Background: an optimization exercise with open tools, aiming at a short achievable clock period and few clock cycles. Do not read the settings as production practice. The RTL was checked by simulation tests, not by an equivalence proof against the original design. Power and IR drop assume default switching activity.

==> onyx <==
## crc_frame_enc
module crc_frame_enc (
    input  wire        clk,
    input  wire        rst,         
    input  wire        cmd_valid,
    output wire        cmd_ready,
    input  wire [15:0] cmd,
    output reg         rsp_valid,
    output reg  [2:0]  rsp_kind,
    output reg  [63:0] rsp_data
);
clock: 6.5 ns
lec_check: 0
abc_clock_period_in_ps: 2000
cap_margin: 20
core_margin: 2
core_utilization: 35
place_density: 0.55
setup_slack_margin: 4.5
slew_margin: 20
standard.sh (not shown) runs the stock make flow with config.mk's settings and CLKGATE_MAP_FILE= SYNTH_SCRIPT=/design/flow/synth_recipe.tcl, a recipe that flattens the netlist after the stock synthesis.
==> flow/flow/run.sh <==
#!/bin/bash
# Standard ORFS layout, with one extra step after placement: each flip-flop
# that drives an output port's buffer is moved next to that buffer, then the
# placement is legalised again. Everything else is the standard flow.
set -euo pipefail
W=$(pwd)
R=$W/orfs/results/$FLOW_PLATFORM/crc_frame_enc/base
bash standard.sh place > $W/flow_place.log 2>&1
cp $R/3_place.odb $R/3_place_orig.odb
RESULTS=$R openroad -no_init -exit $W/flow/move_out.tcl > $W/flow_move.log 2>&1
bash standard.sh finish > $W/flow_finish.log 2>&1
==> flow/flow/move_out.tcl <==
# Move the flip-flop behind each output port buffer next to that buffer.
read_db $::env(RESULTS)/3_place_orig.odb
set block [ord::get_db_block]
set moved 0
foreach bterm [$block getBTerms] {
  if {[$bterm getIoType] ne "OUTPUT"} { continue }
  set net [$bterm getNet]
  if {$net eq "NULL"} { continue }
  set buf ""
  foreach it [$net getITerms] { if {[$it isOutputSignal]} { set buf [$it getInst] } }
  if {$buf eq ""} { continue }
  set innet ""
  foreach it [$buf getITerms] { if {[$it isInputSignal]} { set innet [$it getNet] } }
  if {$innet eq "" || $innet eq "NULL"} { continue }
  set ff ""
  foreach it [$innet getITerms] { if {[$it isOutputSignal]} { set ff [$it getInst] } }
  if {$ff eq ""} { continue }
  if {![string match "*__df*" [[$ff getMaster] getName]]} { continue }
  set loc [$buf getLocation]
  $ff setLocation [lindex $loc 0] [lindex $loc 1]
  incr moved
}
puts "moved $moved flip-flops"
detailed_placement
check_placement -verbose
write_db $::env(RESULTS)/3_place.odb
==> juniper: changes against onyx <==
--- a/flow/design.v
+++ b/flow/design.v
@@ -86,20 +86,19 @@
     reg        slotv;
     reg [15:0] cks;
     reg        cksv;
     reg [3:0]  seq;
     reg        repv;
-    reg [3:0]  ph;           
+    reg [1:0]  phase;
     reg [2:0]  err;
     reg [9:0]  low;          
     reg [9:0]  rest;         
     reg        push_en;      
-    wire ph_load  = ph[0];
-    wire ph_emit  = ph[1];
-    wire ph_done  = ph[2];
-    wire ph_fault = ph[3];
-    wire [1:0] phase = {ph_done || ph_fault, ph_emit || ph_fault};
+    wire ph_load  = (phase == PH_LOAD);
+    wire ph_emit  = (phase == PH_EMIT);
+    wire ph_done  = (phase == PH_DONE);
+    wire ph_fault = (phase == PH_FAULT);
     wire wp_full  = wp[6];
     wire [8:1] chunk_nz;
     genvar g;
     generate
         for (g = 1; g <= 8; g = g + 1) begin : g_nz
@@ -134,22 +133,22 @@
     wire do_clr   = b_v && (b_rst || b_new);
     wire do_push  = push_en;
     wire do_slot  = b_v && b_slot  && !f_slot;
     wire do_start = b_v && b_start && !f_start;
     wire do_emit  = b_v && b_next  && ph_emit;
-    reg [3:0] ph_nx;
+    reg [1:0] phase_nx;
     reg [6:0] wp_nx;
     always @(*) begin
-        ph_nx = ph;
+        phase_nx = phase;
         if (rst_q || do_clr)
-            ph_nx = 4'b0001;
+            phase_nx = PH_LOAD;
         else if (b_v && fault)
-            ph_nx = 4'b1000;
+            phase_nx = PH_FAULT;
         else if (do_start)
-            ph_nx = 4'b0010;
+            phase_nx = PH_EMIT;
         else if (do_emit && low[9])
-            ph_nx = 4'b0100;
+            phase_nx = PH_DONE;
         wp_nx = wp;
         if (rst_q || do_clr)
             wp_nx = 7'd0;
         else if (do_push)
             wp_nx = wp + 7'd1;
@@ -162,12 +161,12 @@
                 pay[i] <= pay[i+1];
             pay[63] <= b_byte;
         end
     end
     always @(posedge clk) begin
-        push_en <= i_acc && i_push && ph_nx[0] && !wp_nx[6];
-        ph      <= ph_nx;
+        push_en <= i_acc && i_push && (phase_nx == PH_LOAD) && !wp_nx[6];
+        phase   <= phase_nx;
         wp      <= wp_nx;
         if (rst_q) begin
             crc_r  <= 16'hFFFF;
             pcrc   <= 16'hFFFF;
             slot_b <= 1'b0;
@@ -226,19 +225,22 @@
         chunk = {24'd0, cks, (slot_b ? SLOT_B : SLOT_A), pay[63]} & {56{low[9]}};
         for (s = 0; s < 9; s = s + 1)
             chunk = chunk | ({pay[7*s+6], pay[7*s+5], pay[7*s+4], pay[7*s+3],
                               pay[7*s+2], pay[7*s+1], pay[7*s]} & {56{low[s]}});
     end
-    wire r_rep = b_next && ph_emit;
-    wire r_end = b_next && ph_done;
     always @(posedge clk) begin
         rsp_valid <= !rst && b_v;
-        rsp_kind  <= {fault || b_stat || r_end,
-                      fault || b_chk  || r_rep,
-                      b_stat || b_rd  || r_rep};
-        rsp_data  <= ({64{fault}}  & {61'd0, fcode}) |
-                     ({64{b_stat}} & {32'd0, stat_word}) |
-                     ({64{b_rd}}   & {48'd0, crc_r}) |
-                     ({64{b_chk}}  & {63'd0, (crc_r == 16'hF0B8)}) |
-                     ({64{r_rep}}  & {WRITE_FLAG | {4'd0, low_idx}, chunk});
+        rsp_kind  <= fault                  ? K_FAULT  :
+                     b_stat                 ? K_STAT   :
+                     b_rd                   ? K_VAL16  :
+                     b_chk                  ? K_BOOL   :
+                     (b_next && ph_emit)    ? K_REPORT :
+                     (b_next && ph_done)    ? K_END    :
+                                              K_OK;
+        rsp_data  <= fault               ? {61'd0, fcode} :
+                     b_stat              ? {32'd0, stat_word} :
+                     b_rd                ? {48'd0, crc_r} :
+                     b_chk               ? {63'd0, (crc_r == 16'hF0B8)} :
+                     (b_next && ph_emit) ? {WRITE_FLAG | {4'd0, low_idx}, chunk} :
+                                           64'd0;
     end
 endmodule
==> flow/run.sh (new file) <==
#!/bin/bash
# synth_recipe.tcl (not shown) runs the flow's synth.tcl, then flattens the netlist and writes it again
# the make line also repeats each setting of config.mk as NAME=value (left out here)
make -C /OpenROAD-flow-scripts/flow DESIGN_CONFIG=/design/flow/config.mk WORK_HOME=/design/flow/orfs CLKGATE_MAP_FILE= SYNTH_SCRIPT=/design/flow/synth_recipe.tcl finish
--- a/flow/config.mk
+++ b/flow/config.mk
@@ -6,9 +6,9 @@
 export NUM_CORES = 4
 export LEC_CHECK = 0
 export ABC_CLOCK_PERIOD_IN_PS = 2000
 export CAP_MARGIN = 20
 export CORE_MARGIN = 2
-export CORE_UTILIZATION = 35
-export PLACE_DENSITY = 0.55
+export CORE_UTILIZATION = 45
+export PLACE_DENSITY = 0.6
 export SETUP_SLACK_MARGIN = 4.5
 export SLEW_MARGIN = 20
removed: flow/flow/run.sh
removed: flow/flow/move_out.tcl
removed: flow/standard.sh
==> qor summary <==
Run status: onyx no timing/DRC/antenna violations; juniper no timing/DRC/antenna violations
Crit Reg-Reg Startpoint: onyx pay[14][3]; juniper pay[28][3]
Routed length on met3: onyx 14100 um; juniper 17500 um
Synthesis-to-layout area growth: onyx 19.6%; juniper 24.2%
Switching power share of the total: onyx 20.3%; juniper 20.6%
Clock group share of total power: onyx 46.5%; juniper 46.2%
Slowest cell on crit path: onyx dfxtp_2; juniper dfxtp_4
Fraction of the mapped netlist area in compound gates: onyx 12.6%; juniper 12.3%
Sequential share of cell area: onyx 62.5%; juniper 59.4%
Flip-flop and latch power: onyx 4.76 mW; juniper 4.75 mW
Placed cells: onyx 2689; juniper 2564
Overall global routing resource usage: onyx 25.6%; juniper 35.1%
Max transition margin: onyx 29.0%; juniper 21.0%
Cell Pwr Density: onyx 294 mW/mm^2; juniper 278 mW/mm^2
Combinational group share of total power: onyx 0.9%; juniper 1.1%
WL met1: onyx 34900 um; juniper 36400 um
Synthesized flop and latch total: onyx 701; juniper 699
Power of the clock network: onyx 4.21 mW; juniper 4.15 mW
Number of nets in the layout: onyx 1841; juniper 2001
Initial standard-cell utilization of the core: onyx 35.3%; juniper 45.3%
Number of buffers outside the clock class in the layout: onyx 120; juniper 203
Synth Area in Adders: onyx 0.0486%; juniper 0.240%
Met3 track demand over resource in global routing: onyx 8.48%; juniper 13.3%
Tmin final: onyx 2.38 ns; juniper 2.44 ns
Count of inverters other than clock inverters in the layout: onyx 5; juniper 7
Post-layout total power: onyx 9.05 mW; juniper 8.99 mW
Overall die width: onyx 275 um; juniper 245 um
Testbench counts of onyx, summed over its fixed seeds: cycles 19,204.
Testbench counts of juniper, summed over its fixed seeds: cycles 19,204.

separate check: timing with driven ports:
In the flow no input, the clock included, has a driving cell. The finished layouts below were timed again as built, in two steps.
Step 1 assumes that a clkbuf_16 drives the clock port and a buf_2 every other input.
Step 2 also shifts input and output timing later by t, the mid clock arrival at the registers, as if the neighbouring blocks saw the same clock.
a / b / c = no drivers / after step 1 / after step 2; a / b = the first two.
run | t, ns | setup slack, ns | latest minus earliest clock arrival (ns) | worst data-port slew with drivers (ns) | pins driven straight from the clock port
onyx | 0.698 | 4.122 / 4.052 / 3.972 | 0.040 / 0.039 | 0.03 | 1
juniper | 0.685 | 4.061 / 3.994 / 3.883 | 0.035 / 0.034 | 0.03 | 1
After both steps every run listed still meets setup and hold. The setup slack of juniper, which loses most, moves by -0.067 ns with the drivers and by -0.178 ns with both steps.
